This is an optimization exercise on Yosys and OpenROAD, whose aim is small area, not a production implementation.
The RTL was checked by simulation tests, not by an equivalence proof against the original design.
Power and IR drop assume default switching activity.

--- design/flow/design.v ---
module sfb_transport #(
    parameter integer SCK_HALF_TICKS = 1
) (
    input  wire       clk,
    input  wire       rst,
    input  wire       x_start,
    input  wire [7:0] x_wdata,
    input  wire       spi_cipo,
    output wire       x_ready,
    output reg        x_done,
    output reg  [7:0] x_rdata,
    output wire       spi_sck,
    output wire       spi_copi
);
    reg        x_busy;
    reg        x_sck;
    reg        x_copi;
    reg  [7:0] x_sro;
    reg  [7:0] x_sri;
    reg  [2:0] x_bits;
    reg [15:0] x_div;
    localparam [15:0] DIV_RELOAD = SCK_HALF_TICKS - 1;
    assign x_ready  = ~x_busy;
    assign spi_sck  = x_sck;
    assign spi_copi = x_copi;
    always @(posedge clk) begin
        if (rst) begin
            x_busy  <= 1'b0;
            x_sck   <= 1'b1;
            x_copi  <= 1'b0;
            x_sro   <= 8'h00;
            x_sri   <= 8'h00;
            x_bits  <= 3'd0;
            x_div   <= 16'd0;
            x_done  <= 1'b0;
            x_rdata <= 8'h00;
        end else begin
            x_done <= 1'b0;
            if (!x_busy) begin
                if (x_start) begin
                    x_sro  <= x_wdata;
                    x_sri  <= 8'h00;
                    x_bits <= 3'd0;
                    x_div  <= DIV_RELOAD;
                    x_busy <= 1'b1;
                end
            end else if (x_div != 16'd0) begin
                x_div <= x_div - 16'd1;
            end else begin
                x_div <= DIV_RELOAD;
                if (x_sck) begin
                    x_sck  <= 1'b0;
                    x_copi <= x_sro[7];
                    x_sro  <= {x_sro[6:0], 1'b0};
                end else begin
                    x_sck <= 1'b1;
                    x_sri <= {x_sri[6:0], spi_cipo};
                    if (x_bits == 3'd7) begin
                        x_busy  <= 1'b0;
                        x_done  <= 1'b1;
                        x_rdata <= {x_sri[6:0], spi_cipo};
                        x_bits  <= 3'd0;
                    end else begin
                        x_bits <= x_bits + 3'd1;
                    end
                end
            end
        end
    end
endmodule
module sfb_geometry #(
    parameter integer TOTAL_SIZE      = 32'h01000000,
    parameter integer PAGE_SIZE       = 256,
    parameter integer ERASE_SIZE      = 4096,
    parameter integer ADDR_WIDTH      = 3,
    parameter integer N_SLOTS         = 2,
    parameter integer BOOT_RESERVED   = 0,
    parameter integer MAX_SLOT_BLOCKS = 4096
) (
    input  wire  [3:0] slot,
    output wire        valid,
    output wire [23:0] start,
    output wire [23:0] len,
    output wire        cfg_error,
    output wire  [3:0] cfg_cause
);
    localparam integer REMAIN      = TOTAL_SIZE - BOOT_RESERVED;
    localparam integer SLOT_BLOCKS = (ERASE_SIZE == 0 || N_SLOTS == 0) ? 0 :
                                     (REMAIN / ERASE_SIZE) / N_SLOTS;
    localparam integer SLOT_LEN    = SLOT_BLOCKS * ERASE_SIZE;
    localparam [3:0] CAUSE =
        (PAGE_SIZE == 0 || ERASE_SIZE == 0)                          ? 4'd1 :
        (ADDR_WIDTH != 3 || TOTAL_SIZE == 0 || TOTAL_SIZE > 32'h01000000) ? 4'd2 :
        (TOTAL_SIZE % ERASE_SIZE != 0)                               ? 4'd3 :
        (PAGE_SIZE >= ERASE_SIZE || ERASE_SIZE % PAGE_SIZE != 0)     ? 4'd4 :
        (BOOT_RESERVED > TOTAL_SIZE)                                 ? 4'd5 :
        (REMAIN % ERASE_SIZE != 0)                                   ? 4'd6 :
        (N_SLOTS > 16)                                               ? 4'd7 :
        (N_SLOTS == 0 || SLOT_BLOCKS == 0)                           ? 4'd8 :
        (SLOT_BLOCKS > MAX_SLOT_BLOCKS)                              ? 4'd9 :
                                                                       4'd0;
    assign cfg_cause = CAUSE;
    assign cfg_error = (CAUSE != 4'd0);
    wire        hit      = (CAUSE == 4'd0) && ({28'd0, slot} < N_SLOTS);
    wire [31:0] start_32 = BOOT_RESERVED + slot * SLOT_LEN;
    assign valid = hit;
    assign start = hit ? start_32[23:0] : 24'd0;
    assign len   = hit ? SLOT_LEN[23:0] : 24'd0;
endmodule
module sfb_sequencer #(
    parameter integer        PAGE_SIZE       = 256,
    parameter integer        ERASE_SIZE      = 4096,
    parameter integer        MAX_SLOT_BLOCKS = 4096,
    parameter         [7:0]  ERASE_OPCODE    = 8'h20,
    parameter         [7:0]  PP_OPCODE       = 8'h02,
    parameter integer        WREN_EN         = 0,
    parameter         [7:0]  WREN_OPCODE     = 8'h06,
    parameter         [31:0] T_ERASE         = 32'd10,
    parameter         [31:0] T_PROG          = 32'd5
) (
    input  wire        clk,
    input  wire        rst,
    input  wire        req_valid,
    input  wire [39:0] req_word,
    input  wire  [7:0] buf_data,
    output reg   [7:0] buf_idx,
    input  wire        flash_fault_in,
    output wire  [3:0] geo_slot,
    input  wire        geo_valid,
    input  wire [23:0] geo_start,
    input  wire [23:0] geo_len,
    input  wire        cfg_error,
    output wire        x_start,
    output reg   [7:0] x_wdata,
    input  wire        x_ready,
    output wire        spi_cs_n,
    output wire        busy,
    output reg         fault,
    output reg   [2:0] fault_cause,
    output reg         op_done,
    output reg         op_cancelled,
    output reg         op_rej,
    output wire  [3:0] sess_slot_o,
    output wire        sess_valid_o,
    output wire        cancel_pending_o,
    output wire  [2:0] state_o,
    output reg  [31:0] erase_count,
    output reg  [31:0] pp_count
);
    localparam integer BW = (MAX_SLOT_BLOCKS > 1) ? $clog2(MAX_SLOT_BLOCKS) : 1;
    localparam [2:0] S_IDLE  = 3'd0;
    localparam [2:0] S_SCAN  = 3'd1;
    localparam [2:0] S_PNEXT = 3'd2;
    localparam [2:0] S_CS    = 3'd3;
    localparam [2:0] S_BYTE  = 3'd4;
    localparam [2:0] S_WAIT  = 3'd5;
    localparam [2:0] S_FAULT = 3'd6;
    localparam [1:0] K_NONE  = 2'd0;
    localparam [1:0] K_ERASE = 2'd1;
    localparam [1:0] K_PP    = 2'd2;
    localparam [1:0] K_WREN  = 2'd3;
    localparam [2:0] OP_NOP    = 3'd0;
    localparam [2:0] OP_SESS   = 3'd1;
    localparam [2:0] OP_WRITE  = 3'd2;
    localparam [2:0] OP_CLEAR  = 3'd3;
    localparam [2:0] OP_CANCEL = 3'd4;
    localparam [2:0] FF_NONE    = 3'd0;
    localparam [2:0] FF_SLOT    = 3'd1;
    localparam [2:0] FF_SESSION = 3'd2;
    localparam [2:0] FF_LEN     = 3'd3;
    localparam [2:0] FF_BOUNDS  = 3'd4;
    localparam [2:0] FF_DEVICE  = 3'd5;
    localparam [23:0] E24 = ERASE_SIZE;
    localparam [23:0] P24 = PAGE_SIZE;
    reg        [2:0] st;
    reg              sess_valid;
    reg        [3:0] sess_slot;
    reg [MAX_SLOT_BLOCKS-1:0] erased;
    reg       [23:0] w_base;
    reg       [23:0] w_off;
    reg        [8:0] w_len;
    reg       [23:0] cur_blk;
    reg       [23:0] last_blk;
    reg        [8:0] prog_pos;
    reg        [1:0] cmd_kind;
    reg        [1:0] main_kind;
    reg       [23:0] cmd_addr;
    reg        [8:0] chunk_len;
    reg        [8:0] frame_len;
    reg        [8:0] sent;
    reg       [31:0] wait_cnt;
    reg              cancel_pending;
    reg              cs_n;
    wire       [2:0] req_op     = req_word[2:0];
    wire       [3:0] req_slot   = req_word[6:3];
    wire       [8:0] req_len    = req_word[15:7];
    wire      [23:0] req_offset = req_word[39:16];
    assign geo_slot = req_slot;
    assign busy             = (st != S_IDLE) && (st != S_FAULT);
    assign spi_cs_n         = cs_n;
    assign sess_slot_o      = sess_slot;
    assign sess_valid_o     = sess_valid;
    assign cancel_pending_o = cancel_pending;
    assign state_o          = st;
    wire [24:0] req_end  = {1'b0, req_offset} + {16'd0, req_len};
    wire [23:0] req_last = req_offset + {15'd0, req_len} - 24'd1;
    wire [23:0] pp_addr  = w_base + w_off + {15'd0, prog_pos};
    wire [23:0] pp_room  = P24 - (pp_addr % P24);
    wire [23:0] pp_left  = {15'd0, w_len - prog_pos};
    wire  [8:0] pp_n     = (pp_left < pp_room) ? pp_left[8:0] : pp_room[8:0];
    wire        erased_cur = erased[cur_blk[BW-1:0]];
    wire        in_frame = (st == S_BYTE) && x_ready && (sent < frame_len);
    wire  [8:0] pay_idx  = prog_pos + sent - 9'd4;
    assign x_start = in_frame;
    always @(*) begin
        if (in_frame && cmd_kind == K_PP && sent >= 9'd4)
            buf_idx = pay_idx[7:0];
        else
            buf_idx = 8'h00;
    end
    always @(*) begin
        case (sent)
            9'd0: begin
                case (cmd_kind)
                    K_WREN:  x_wdata = WREN_OPCODE;
                    K_ERASE: x_wdata = ERASE_OPCODE;
                    K_PP:    x_wdata = PP_OPCODE;
                    default: x_wdata = 8'h00;
                endcase
            end
            9'd1:    x_wdata = cmd_addr[23:16];
            9'd2:    x_wdata = cmd_addr[15:8];
            9'd3:    x_wdata = cmd_addr[7:0];
            default: x_wdata = buf_data;
        endcase
    end
    task begin_command(input [1:0] kind, input [23:0] a, input [8:0] n);
        begin
            cmd_addr  <= a;
            chunk_len <= n;
            main_kind <= kind;
            sent      <= 9'd0;
            if (WREN_EN != 0) begin
                cmd_kind  <= K_WREN;
                frame_len <= 9'd1;
            end else begin
                cmd_kind  <= kind;
                frame_len <= (kind == K_ERASE) ? 9'd4 : 9'd4 + n;
            end
            st <= S_CS;
        end
    endtask
    task raise_fault(input [2:0] cause);
        begin
            st          <= S_FAULT;
            fault       <= 1'b1;
            fault_cause <= cause;
        end
    endtask
    wire cancel_now = cancel_pending || (req_valid && req_op == OP_CANCEL);
    always @(posedge clk) begin
        if (rst) begin
            st             <= S_IDLE;
            sess_valid     <= 1'b0;
            sess_slot      <= 4'd0;
            erased         <= {MAX_SLOT_BLOCKS{1'b0}};
            w_base         <= 24'd0;
            w_off          <= 24'd0;
            w_len          <= 9'd0;
            cur_blk        <= 24'd0;
            last_blk       <= 24'd0;
            prog_pos       <= 9'd0;
            cmd_kind       <= K_NONE;
            main_kind      <= K_NONE;
            cmd_addr       <= 24'd0;
            chunk_len      <= 9'd0;
            frame_len      <= 9'd0;
            sent           <= 9'd0;
            wait_cnt       <= 32'd0;
            cancel_pending <= 1'b0;
            fault          <= 1'b0;
            fault_cause    <= FF_NONE;
            cs_n           <= 1'b1;
            op_done        <= 1'b0;
            op_cancelled   <= 1'b0;
            op_rej         <= 1'b0;
            erase_count    <= 32'd0;
            pp_count       <= 32'd0;
        end else begin
            op_done      <= 1'b0;
            op_cancelled <= 1'b0;
            op_rej       <= 1'b0;
            if (req_valid && req_op != OP_NOP && cfg_error) begin
                op_rej <= 1'b1;
            end else if (st == S_IDLE) begin
                if (req_valid) begin
                    case (req_op)
                        OP_NOP: ;
                        OP_SESS: begin
                            if (!geo_valid) begin
                                raise_fault(FF_SLOT);
                            end else begin
                                sess_valid <= 1'b1;
                                sess_slot  <= req_slot;
                                erased     <= {MAX_SLOT_BLOCKS{1'b0}};
                                op_done    <= 1'b1;
                            end
                        end
                        OP_WRITE: begin
                            if (!geo_valid)
                                raise_fault(FF_SLOT);
                            else if (!sess_valid || req_slot != sess_slot)
                                raise_fault(FF_SESSION);
                            else if (req_len > 9'd256)
                                raise_fault(FF_LEN);
                            else if (req_end > {1'b0, geo_len})
                                raise_fault(FF_BOUNDS);
                            else if (req_len == 9'd0)
                                op_done <= 1'b1;
                            else begin
                                w_base         <= geo_start;
                                w_off          <= req_offset;
                                w_len          <= req_len;
                                cur_blk        <= req_offset / E24;
                                last_blk       <= req_last / E24;
                                prog_pos       <= 9'd0;
                                cancel_pending <= 1'b0;
                                st             <= S_SCAN;
                            end
                        end
                        OP_CLEAR:  op_done <= 1'b1;
                        OP_CANCEL: op_done <= 1'b1;
                        default:   op_rej  <= 1'b1;
                    endcase
                end
            end else if (st == S_FAULT) begin
                if (req_valid) begin
                    case (req_op)
                        OP_NOP: ;
                        OP_CLEAR: begin
                            fault          <= 1'b0;
                            fault_cause    <= FF_NONE;
                            cancel_pending <= 1'b0;
                            st             <= S_IDLE;
                            op_done        <= 1'b1;
                        end
                        OP_CANCEL: op_done <= 1'b1;
                        default:   op_rej  <= 1'b1;
                    endcase
                end
            end else begin
                if (req_valid && req_op != OP_NOP && req_op != OP_CANCEL)
                    op_rej <= 1'b1;
                cancel_pending <= cancel_now;
                case (st)
                    S_SCAN: begin
                        if (cancel_now) begin
                            st             <= S_IDLE;
                            op_done        <= 1'b1;
                            op_cancelled   <= 1'b1;
                            cancel_pending <= 1'b0;
                        end else if (cur_blk > last_blk) begin
                            st <= S_PNEXT;
                        end else if (erased_cur) begin
                            cur_blk <= cur_blk + 24'd1;
                        end else begin
                            begin_command(K_ERASE, w_base + cur_blk * E24, 9'd0);
                        end
                    end
                    S_PNEXT: begin
                        if (prog_pos == w_len) begin
                            st             <= S_IDLE;
                            op_done        <= 1'b1;
                            cancel_pending <= 1'b0;
                        end else if (cancel_now) begin
                            st             <= S_IDLE;
                            op_done        <= 1'b1;
                            op_cancelled   <= 1'b1;
                            cancel_pending <= 1'b0;
                        end else begin
                            begin_command(K_PP, pp_addr, pp_n);
                        end
                    end
                    S_CS: begin
                        cs_n <= 1'b0;
                        st   <= S_BYTE;
                    end
                    S_BYTE: begin
                        if (x_ready) begin
                            if (sent < frame_len) begin
                                if (sent == 9'd0 && cmd_kind == K_ERASE)
                                    erase_count <= erase_count + 32'd1;
                                if (sent == 9'd0 && cmd_kind == K_PP)
                                    pp_count <= pp_count + 32'd1;
                                sent <= sent + 9'd1;
                            end else begin
                                cs_n <= 1'b1;
                                if (cmd_kind == K_WREN) begin
                                    cmd_kind  <= main_kind;
                                    frame_len <= (main_kind == K_ERASE) ? 9'd4 : 9'd4 + chunk_len;
                                    sent      <= 9'd0;
                                    st        <= S_CS;
                                end else begin
                                    wait_cnt <= (cmd_kind == K_ERASE) ? T_ERASE : T_PROG;
                                    st       <= S_WAIT;
                                end
                            end
                        end
                    end
                    S_WAIT: begin
                        if (wait_cnt > 32'd1) begin
                            wait_cnt <= wait_cnt - 32'd1;
                        end else begin
                            wait_cnt <= 32'd0;
                            cmd_kind <= K_NONE;
                            if (flash_fault_in) begin
                                raise_fault(FF_DEVICE);
                                cancel_pending <= 1'b0;
                            end else if (cmd_kind == K_ERASE) begin
                                erased[cur_blk[BW-1:0]] <= 1'b1;
                                cur_blk <= cur_blk + 24'd1;
                                st      <= S_SCAN;
                            end else begin
                                prog_pos <= prog_pos + chunk_len;
                                st       <= S_PNEXT;
                            end
                        end
                    end
                    default: ;
                endcase
            end
        end
    end
endmodule
module squishy_flash_backend #(
    parameter integer        TOTAL_SIZE      = 32'h01000000,
    parameter integer        PAGE_SIZE       = 256,
    parameter integer        ERASE_SIZE      = 4096,
    parameter integer        ADDR_WIDTH      = 3,
    parameter integer        N_SLOTS         = 3,
    parameter integer        BOOT_RESERVED   = 32'h00400000,
    parameter integer        MAX_SLOT_BLOCKS = 1024,
    parameter         [7:0]  ERASE_OPCODE    = 8'h20,
    parameter         [7:0]  PP_OPCODE       = 8'h02,
    parameter integer        WREN_EN         = 1,
    parameter         [7:0]  WREN_OPCODE     = 8'h06,
    parameter         [31:0] T_ERASE         = 32'd10,
    parameter         [31:0] T_PROG          = 32'd5,
    parameter integer        SCK_HALF_TICKS  = 1
) (
    input  wire        clk,
    input  wire        rst,
    input  wire        req_valid,
    input  wire [39:0] req_word,
    input  wire  [7:0] buf_data,
    input  wire        spi_cipo,
    input  wire        flash_fault_in,
    input  wire  [3:0] lk_slot,
    output wire        spi_sck,
    output wire        spi_copi,
    output wire        spi_cs_n,
    output wire  [7:0] buf_idx,
    output wire        busy,
    output wire        fault,
    output wire  [2:0] fault_cause,
    output wire        op_done,
    output wire        op_cancelled,
    output wire        op_rej,
    output wire [31:0] status,
    output wire [31:0] erase_count,
    output wire [31:0] pp_count,
    output wire        cfg_error,
    output wire  [3:0] cfg_cause,
    output wire [23:0] lk_start,
    output wire [23:0] lk_len,
    output wire        lk_valid
);
    wire        x_start;
    wire  [7:0] x_wdata;
    wire        x_ready;
    wire        x_done;
    wire  [7:0] x_rdata;
    wire  [3:0] geo_slot;
    wire        geo_valid;
    wire [23:0] geo_start;
    wire [23:0] geo_len;
    wire  [3:0] sess_slot;
    wire        sess_valid;
    wire        cancel_pending;
    wire  [2:0] state;
    sfb_transport #(
        .SCK_HALF_TICKS(SCK_HALF_TICKS)
    ) u_xfer (
        .clk      (clk),
        .rst      (rst),
        .x_start  (x_start),
        .x_wdata  (x_wdata),
        .spi_cipo (spi_cipo),
        .x_ready  (x_ready),
        .x_done   (x_done),
        .x_rdata  (x_rdata),
        .spi_sck  (spi_sck),
        .spi_copi (spi_copi)
    );
    sfb_geometry #(
        .TOTAL_SIZE(TOTAL_SIZE), .PAGE_SIZE(PAGE_SIZE), .ERASE_SIZE(ERASE_SIZE),
        .ADDR_WIDTH(ADDR_WIDTH), .N_SLOTS(N_SLOTS), .BOOT_RESERVED(BOOT_RESERVED),
        .MAX_SLOT_BLOCKS(MAX_SLOT_BLOCKS)
    ) u_geo_lk (
        .slot      (lk_slot),
        .valid     (lk_valid),
        .start     (lk_start),
        .len       (lk_len),
        .cfg_error (cfg_error),
        .cfg_cause (cfg_cause)
    );
    sfb_geometry #(
        .TOTAL_SIZE(TOTAL_SIZE), .PAGE_SIZE(PAGE_SIZE), .ERASE_SIZE(ERASE_SIZE),
        .ADDR_WIDTH(ADDR_WIDTH), .N_SLOTS(N_SLOTS), .BOOT_RESERVED(BOOT_RESERVED),
        .MAX_SLOT_BLOCKS(MAX_SLOT_BLOCKS)
    ) u_geo_req (
        .slot      (geo_slot),
        .valid     (geo_valid),
        .start     (geo_start),
        .len       (geo_len),
        .cfg_error (),
        .cfg_cause ()
    );
    sfb_sequencer #(
        .PAGE_SIZE(PAGE_SIZE), .ERASE_SIZE(ERASE_SIZE), .MAX_SLOT_BLOCKS(MAX_SLOT_BLOCKS),
        .ERASE_OPCODE(ERASE_OPCODE), .PP_OPCODE(PP_OPCODE),
        .WREN_EN(WREN_EN), .WREN_OPCODE(WREN_OPCODE),
        .T_ERASE(T_ERASE), .T_PROG(T_PROG)
    ) u_seq (
        .clk              (clk),
        .rst              (rst),
        .req_valid        (req_valid),
        .req_word         (req_word),
        .buf_data         (buf_data),
        .buf_idx          (buf_idx),
        .flash_fault_in   (flash_fault_in),
        .geo_slot         (geo_slot),
        .geo_valid        (geo_valid),
        .geo_start        (geo_start),
        .geo_len          (geo_len),
        .cfg_error        (cfg_error),
        .x_start          (x_start),
        .x_wdata          (x_wdata),
        .x_ready          (x_ready),
        .spi_cs_n         (spi_cs_n),
        .busy             (busy),
        .fault            (fault),
        .fault_cause      (fault_cause),
        .op_done          (op_done),
        .op_cancelled     (op_cancelled),
        .op_rej           (op_rej),
        .sess_slot_o      (sess_slot),
        .sess_valid_o     (sess_valid),
        .cancel_pending_o (cancel_pending),
        .state_o          (state),
        .erase_count      (erase_count),
        .pp_count         (pp_count)
    );
    assign status = {13'd0, state, cancel_pending, cfg_cause, cfg_error,
                     sess_slot, sess_valid, fault_cause, fault, busy};
endmodule
--- design/flow/run.sh ---
#!/bin/bash
# synth_recipe.tcl (not shown) runs the flow's synth.tcl, then flattens the netlist and writes it again
# the make line also repeats each setting of config.mk as NAME=value (left out here)
make -C /OpenROAD-flow-scripts/flow DESIGN_CONFIG=/design/flow/config.mk WORK_HOME=/design/flow/orfs CLKGATE_MAP_FILE= SYNTH_SCRIPT=/design/flow/synth_recipe.tcl finish
--- design/flow/config.mk ---
export PLATFORM = sky130hd
export DESIGN_NAME = squishy_flash_backend
export DESIGN_NICKNAME = squishy_flash_backend
export VERILOG_FILES = /design/flow/design.v
export SDC_FILE = /design/flow/constraint.sdc
export NUM_CORES = 4
export LEC_CHECK = 0
export CAP_MARGIN = 20
export CORE_MARGIN = 2
export CORE_UTILIZATION = 40
export SLEW_MARGIN = 20
--- design/flow/constraint.sdc ---
create_clock -name core_clock -period 10.0 [get_ports {clk}]
set_input_delay 2.0000 -clock core_clock [delete_from_list [all_inputs] [get_ports {clk}]]
set_output_delay 2.0000 -clock core_clock [all_outputs]
set_load 0.01 [all_outputs]
==> implementation parameters <==
Parameter                              Value

Detailed routing
  Vias    49057
  Final routed wire length divided by cell count    roughly 22 um
  Wire length after detailed routing    approximately 190000 um
  First-pass iteration count of the detailed router    8
  Antenna-violating nets left    0
  Vias per Instance    5.75
  Residual DRC    0
  Number of violations reported at the end of detailed-routing iteration 0    a little over 5000

Critical path
  Element type at the critical path start    input pin
  Worst stage delay on the critical path    ~0.96 ns
  Cell chain of the critical path    clkdlybuf4s50_1 -> inv_1 -> ha_1 -> o211a_1 -> o21ai_0 -> o21ai_1 -> nand3_1 -> xnor2_1 -> ha_1 -> nor3b_1 -> o2111ai_1 -> a2111oi_0 -> o2111ai_1 -> a2111o_1 -> a2111oi_1 -> o21ai_1 -> o21ai_1 -> buf_4 -> and2_1 -> a221oi_1
  Arrival @ worst endpoint    about 8.9 ns
  Most frequent cell on the critical path    sky130_fd_sc_hd__o21ai_1
  Critical path start-end classification    in2reg
  Required time of the worst setup path    10.60 ns
  Capturing element type of the critical path    flip-flop
  Cell type of the slowest stage on the worst timing path    sky130_fd_sc_hd__a2111oi_1
  Crit-path max FO    19

Flow run
  Number of maximum-capacitance constraint violations    0

Power and ir drop
  Peak VDD IR    0.170 mV
  Power per unit of standard cell area    217 nW/um^2
  Static power due to leakage    24.2 nW

Timing
  Setup skew after layout    0.0521 ns
  Final-report setup violation count    0
  Setup repair after global routing missed its margin    no
  Final count of hold timing violations    0
  Fmax    121 MHz
  Setup TNS    0 ns
  Period minus WS final    8.29 ns
  Least-Margin Pin Slew    1.16 ns
  Worst rel slew slack    roughly 23%
  Final clock period utilization by the worst path    82.9%
  Final max-slew violation count    0

Clock tree
  Number of post-CTS setup repair buffers    0
  TritonCTS clock tree    yes
  Clock latency on the worst-skew pair    approximately 0.81 ns
  Clk slew on worst S/H paths    about 0.050 ns
  Deepest level of the CTS H-tree    4
  Longest Clk Path Bufs    3
  Hold buffers post-CTS    0
  Clock net sink count    1302
  Number of buffers created by CTS    145
  Resize count post-CTS    0
  Root buffer cell    sky130_fd_sc_hd__clkbuf_16

GRT
  Maximum number of pins on one net before global-route repair    roughly 230
  Via count of the first global-routing pass    between 40000 and 50000
  Number of antenna violations at the first check in global routing    9
  Global routing usage summed across all routing layers    between 20% and 30%
  Global-route wire length before repair    287000 um
  Gr ovfl total    0

Placement
  Final HPWL DP    116000 um
  Routability congestion estimate from global placement    0.857
  Placed standard-cell area    ~61000 um^2
  # placed instances    approximately 8300
  IO Port Bufs    156

Final layout
  Final Cell Area    approximately 67000 um^2
  Finished Layout Cells    8527
  Layout-stage area growth over the synthesis result    13.9%
  Layout net count    between 6000 and 7000
  Post-layout utilization of the core    45.8%
  Share of post-route cells with drive strength above 1    11.2%

Floorplanning
  Number of top-level pins    226
  Die height    386 um
  Placeable Area    145000 um^2
  Chip width    386 um
  Number of rows created at floorplan    140
  DIE AREA    149000 um^2
  Starting density of the core    40.2%

Logic synthesis
  Distinct cell type count of the synthesized netlist    87
  Share of synthesized registers carrying an async set or reset    0%
  Yosys top cell by area    sky130_fd_sc_hd__dfxtp_1
  Count of flip-flops with a built-in enable after synthesis    0
  Fraction of post-synthesis cell area in the top cell type by area    between 40% and 50%
  Dominant cells by area after synthesis    sky130_fd_sc_hd__dfxtp_1 (45%), sky130_fd_sc_hd__a21oi_1 (10%), sky130_fd_sc_hd__nor2_1 (8.9%), sky130_fd_sc_hd__mux4_2 (8.7%), sky130_fd_sc_hd__ha_1 (3.1%)
  Synthesized area divided by synthesized cell count    8.87 um^2
  Netlist Area Pre-Place    58500 um^2
  Sequential fraction of the synthesis area    between 40% and 50%
  Instance count of the mapped netlist    6595
  Dominant register cell in the synthesized netlist    sky130_fd_sc_hd__dfxtp_1
  Warnings, synthesis    2
  Top post-synthesis cells by count    sky130_fd_sc_hd__nor2_1 (1380), sky130_fd_sc_hd__dfxtp_1 (1302), sky130_fd_sc_hd__a21oi_1 (1176), sky130_fd_sc_hd__clkbuf_1 (414), sky130_fd_sc_hd__mux4_2 (226)
  Top-count cell post-synth    sky130_fd_sc_hd__nor2_1
  Number of flip-flops and latches in the synthesized netlist    1302

Status
  Run status  timing/DRC/antenna clean

Hold path
  Worst Hold Class    reg2reg
[where the power goes]
group / switching [W] / internal (W)
logic: 0.00227 / 0.00109
clock network: 0.00230 / 0.00337
registers: 0.000168 / 0.00527
[placed cells by master (no fill, tap or decap), types with 37 or more instances in the layout]
master / n
sky130_fd_sc_hd__clkbuf_8: 37
sky130_fd_sc_hd__mux2i_1: 154
sky130_fd_sc_hd__nor2_1: 1320
sky130_fd_sc_hd__nand2_1: 212
sky130_fd_sc_hd__mux2_2: 42
sky130_fd_sc_hd__inv_1: 178
sky130_fd_sc_hd__nor4_1: 41
sky130_fd_sc_hd__clkdlybuf4s50_1: 155
sky130_fd_sc_hd__dfxtp_1: 1297
sky130_fd_sc_hd__a21oi_1: 1174
sky130_fd_sc_hd__xnor2_1: 100
sky130_fd_sc_hd__nor2b_1: 64
sky130_fd_sc_hd__a21o_1: 45
sky130_fd_sc_hd__ha_1: 144
sky130_fd_sc_hd__nor3_1: 84
sky130_fd_sc_hd__a22oi_1: 55
sky130_fd_sc_hd__a211oi_1: 38
sky130_fd_sc_hd__mux4_2: 226
sky130_fd_sc_hd__o21ai_0: 85
sky130_fd_sc_hd__clkbuf_16: 146
sky130_fd_sc_hd__conb_1: 68
sky130_fd_sc_hd__nand3_1: 105
sky130_fd_sc_hd__buf_4: 104
[layout make-up]
type	count	area, um^2
Antenna cell	4	10.0
Clock buffer	210	4260
Clock inverter	55	906
Fill cell	13917	78700
Inverter	186	698
Multi-Input combinational cell	4581	29700
Sequential cell	1302	26100
Tap cell	1917	2400
Timing Repair Buffer	272	2580
[state kept, by name (all words and copies together), names as in the netlist, 3 cells and up]
signal and flops:
u_seq.wait_cnt 32, u_seq.fault_cause 3, u_seq.w_len 9, u_seq.st 3, u_seq.w_off 24, u_xfer.x_div 16
u_seq.cur_blk 24, u_seq.pp_count 32, u_seq.cmd_addr 24, u_xfer.x_bits 3, u_seq.chunk_len 9, u_seq.prog_pos 9
u_xfer.x_sro 8, u_seq.frame_len 9, u_seq.sent 9, u_seq.last_blk 12, u_seq.sess_slot 4, u_seq.erase_count 32
u_seq.erased 1024
[cell families (layout without fill, tap and decap cells)]
kind of cell	after synthesis	after routing	share of synthesized area, %
compound gates	1693	1693	16.7
xor+xnor	128	128	1.92
fa+ha+maj	149	149	3.25
buf+inv	779	723	5.72
flops	1302	1302	44.6
mux	422	422	12.1
other cells	1	72	0.00641
simple gates	2121	2121	15.8
[per-stage QoR]
step | total power [W] | setup slack (ns) | hold slack (ns)
CTS | 0.0145 | 1.94 | 0.463
detailed placement | 0.00888 | 1.16 | 0.448
finish | 0.0145 | 1.71 | 0.461
global placement | 0.00885 | 1.25 | 0.442
floorplan | 0.00774 | 3.27 | 0.431
global route | 0.0150 | 1.43 | 0.481
[final timing paths]
check             slack (ns)  cells after the start                 end              start
setup / recovery        1.71                     20    u_seq.cur_blk[6]       req_word[15]
hold / removal          0.46                      2   u_seq.erased[510]  u_seq.erased[510]
setup reg to reg        3.61                     13  u_seq.chunk_len[0]   u_seq.cur_blk[0]
hold reg to reg         0.46                      2   u_seq.erased[510]  u_seq.erased[510]
[critical path: cells and delay by family]
family,cells,cell delay [ns]
AO/OA/AOI/OAI,11,3.77
XOR/XNOR,1,0.15
adder cells (fa/ha/maj),2,0.80
buffers and inverters,3,1.06
AND/OR/NAND/NOR,3,1.09
[routing by layer]
layer	wire, um	GRT usage (%)
met5	34	0
met4	6280	9.01
met2	88300	40.0
met3	14700	4.17
met1	80100	32.8

separate check: timing with driven ports:
Ports are ideal in the flow. The routed layout listed here was re-timed in OpenROAD. Step 1 assumes that a clkbuf_16 drives the clock port and a buf_2 every other input. Step 2 times the ports against the registers' clock, not the clock port: input delays grow and output delays shrink by t, the midpoint of the rising clock arrivals with the driver on. Three values: ideal, step 1, step 2; two values: the first two.
t, ns: 0.855
slack for setup (ns): 1.712 / 1.758 / 0.903
worst setup path after step 2: input to register
clock arrival spread, ns: 0.055 / 0.055
pins driven straight from the clock port: 1
After both steps this run still meets setup and hold. For this run, drivers alone change the setup slack by +0.046 ns; drivers and shift together by -0.809 ns.
